This is an optimization exercise on Yosys and OpenROAD, whose aim is small area, a short achievable clock period and few clock cycles, not a production implementation.
The RTL was checked by simulation tests, not by an equivalence proof against the original design.
No activity file was given, so power comes from the tool's default toggle rates.

==> inputs of fjord <==
## dmd_draw
module dmd_draw (
    input  wire        clk,
    input  wire        rst,
    input  wire        cmd_valid,
    output wire        cmd_ready,
    input  wire [31:0] cmd_data,
    output wire        busy,
    output wire        ill,
    input  wire [6:0]  rd_addr,
    output wire [7:0]  rd_data
);
Settings: LEC_CHECK=0, CAP_MARGIN=20, CORE_MARGIN=2, CORE_UTILIZATION=55, CTS_BUF_LIST=sky130_fd_sc_hd__clkbuf_4 sky130_fd_sc_hd__clkbuf_8, SETUP_SLACK_MARGIN=4.7, SLEW_MARGIN=20; clock period 12.0 ns.
run.sh (not shown) runs the stock make flow with config.mk's settings and CLKGATE_MAP_FILE= SYNTH_SCRIPT=/design/flow/synth_recipe.tcl, a recipe that flattens the netlist after the stock synthesis.
==> onyx (differences from fjord) <==
--- a/flow/design.v
+++ b/flow/design.v
@@ -188,23 +188,22 @@
     wire signed [12:0] fc2 = f13 + Dx2;
     wire signed [12:0] fc3 = f13 + D13 + Dx2;
     wire signed [12:0] fc4 = f13 + Dx4;
     wire signed [12:0] fc5 = f13 + D13 + Dx4;
     wire signed [12:0] fc6 = f13 + Dx2 + Dx4;
     wire signed [12:0] fc7 = f13 + Dx8 - D13;
     wire signed [12:0] fc8 = f13 + Dx8;
-    wire signed [12:0] fg  = f13 - M13;
-    wire signed [12:0] fd1 = fg + D13;
-    wire signed [12:0] fd2 = fg + Dx2;
-    wire signed [12:0] fd3 = fg + D13 + Dx2;
-    wire signed [12:0] fd4 = fg + Dx4;
-    wire signed [12:0] fd5 = fg + D13 + Dx4;
-    wire signed [12:0] fd6 = fg + Dx2 + Dx4;
-    wire signed [12:0] fd7 = fg + Dx8 - D13;
-    wire signed [12:0] fd8 = fg + Dx8;
+    wire signed [12:0] fd1 = fc1 - M13;
+    wire signed [12:0] fd2 = f13 + Dx2 - M13;
+    wire signed [12:0] fd3 = f13 + D13 + Dx2 - M13;
+    wire signed [12:0] fd4 = f13 + Dx4 - M13;
+    wire signed [12:0] fd5 = f13 + D13 + Dx4 - M13;
+    wire signed [12:0] fd6 = f13 + Dx2 + Dx4 - M13;
+    wire signed [12:0] fd7 = f13 + Dx8 - D13 - M13;
+    wire signed [12:0] fd8 = f13 + Dx8 - M13;
     wire n0 = f13[12], n1 = fc1[12], n2 = fc2[12], n3 = fc3[12];
     wire n4 = fc4[12], n5 = fc5[12], n6 = fc6[12], n7 = fc7[12];
     reg  [2:0]  f_j;
     reg  signed [12:0] f_dj;
     always @(*) begin
         if (!n0)      begin f_j = 3'd0; f_dj = fd1; end
         else if (!n1) begin f_j = 3'd1; f_dj = fd2; end
Settings changed: CTS_BUF_LIST sky130_fd_sc_hd__clkbuf_4 sky130_fd_sc_hd__clkbuf_8 to unset, SETUP_SLACK_MARGIN 4.7 to 5.
==> tundra (differences from fjord) <==
--- a/flow/design.v
+++ b/flow/design.v
@@ -188,23 +188,22 @@
     wire signed [12:0] fc2 = f13 + Dx2;
     wire signed [12:0] fc3 = f13 + D13 + Dx2;
     wire signed [12:0] fc4 = f13 + Dx4;
     wire signed [12:0] fc5 = f13 + D13 + Dx4;
     wire signed [12:0] fc6 = f13 + Dx2 + Dx4;
     wire signed [12:0] fc7 = f13 + Dx8 - D13;
     wire signed [12:0] fc8 = f13 + Dx8;
-    wire signed [12:0] fg  = f13 - M13;
-    wire signed [12:0] fd1 = fg + D13;
-    wire signed [12:0] fd2 = fg + Dx2;
-    wire signed [12:0] fd3 = fg + D13 + Dx2;
-    wire signed [12:0] fd4 = fg + Dx4;
-    wire signed [12:0] fd5 = fg + D13 + Dx4;
-    wire signed [12:0] fd6 = fg + Dx2 + Dx4;
-    wire signed [12:0] fd7 = fg + Dx8 - D13;
-    wire signed [12:0] fd8 = fg + Dx8;
+    wire signed [12:0] fd1 = fc1 - M13;
+    wire signed [12:0] fd2 = f13 + Dx2 - M13;
+    wire signed [12:0] fd3 = f13 + D13 + Dx2 - M13;
+    wire signed [12:0] fd4 = f13 + Dx4 - M13;
+    wire signed [12:0] fd5 = f13 + D13 + Dx4 - M13;
+    wire signed [12:0] fd6 = f13 + Dx2 + Dx4 - M13;
+    wire signed [12:0] fd7 = f13 + Dx8 - D13 - M13;
+    wire signed [12:0] fd8 = f13 + Dx8 - M13;
     wire n0 = f13[12], n1 = fc1[12], n2 = fc2[12], n3 = fc3[12];
     wire n4 = fc4[12], n5 = fc5[12], n6 = fc6[12], n7 = fc7[12];
     reg  [2:0]  f_j;
     reg  signed [12:0] f_dj;
     always @(*) begin
         if (!n0)      begin f_j = 3'd0; f_dj = fd1; end
         else if (!n1) begin f_j = 3'd1; f_dj = fd2; end
==> comparison <==
- Against tundra, the combinational power of onyx is larger by about 4%.
- Clock-buffer cell count: fjord > tundra > onyx.
- The highest total power belongs to fjord, the lowest to tundra.
- onyx finished with timing, DRC and antenna clean. fjord completed with no timing, DRC or antenna violations. tundra ran to the end with no violations.
- Via count: fjord > onyx > tundra.
- The highest routed wire length belongs to fjord, the lowest to tundra.
- Against tundra, the sequential power of fjord is lower by about 0.8%.
==> figures <==
item	onyx	tundra	fjord
Critical path's largest stage delay	0.52 ns	0.49 ns	0.48 ns
Average footprint of a synthesized cell	8.395 µm²	8.395 µm²	8.279 µm²
Number of rows in the core area	147	147	149
Number of filler instances in the final layout	13750	13710	14230
Grt met3 use	10.92%	10.64%	10.97%
Wire length on met2	170100 µm	167200 µm	170300 µm
Leakage Power	37.04 nW	36.62 nW	37.96 nW
Die height	406.5 µm	406.5 µm	411.4 µm
Slew Limit Headroom	10.87%	17.43%	14.28%
Ratio of total power to cell area	115.1 nW/µm²	115.8 nW/µm²	114.9 nW/µm²
Fmax achieved	134.3 MHz	133.5 MHz	135.1 MHz
Horizontal die dimension	406.5 µm	406.5 µm	411.4 µm
Run status	complete, no violations	complete, no violations	complete, no violations
Sequential share of cell area	30.51%	30.94%	30.37%
Testbench counts of fjord, summed over its fixed seeds: cycles 2,915.
Testbench counts of onyx, summed over its fixed seeds: cycles 2,915.
Testbench counts of tundra, summed over its fixed seeds: cycles 2,915.

[afterwards: timing with drivers on the ports]
Ports are ideal in the flow. The routed layouts listed here were re-timed in OpenROAD.
Step 1 sets driving cells, clkbuf_16 on the clock port and buf_2 on the other inputs (assumed; they add their load-dependent delay and slew).
Step 2 times the ports against the registers' clock, not the clock port: input delays grow and output delays shrink by t, the midpoint of the rising clock arrivals with the driver on.
Slacks: no drivers / after step 1 / after step 2; pairs: no drivers / after step 1.
run	shift t [ns]	setup WS [ns]	worst setup path after step 2	worst register clock-pin slew, ns
fjord	1.126	4.601 / 4.548 / 4.548	input to output	0.08 / 0.08
onyx	0.930	4.555 / 4.555 / 4.555	register to register	0.07 / 0.07
tundra	1.122	4.510 / 4.436 / 4.436	input to output	0.08 / 0.08
After both steps every run listed still meets setup and hold. For tundra, which loses most, drivers alone change the setup slack by -0.074 ns; drivers and shift together by -0.074 ns.
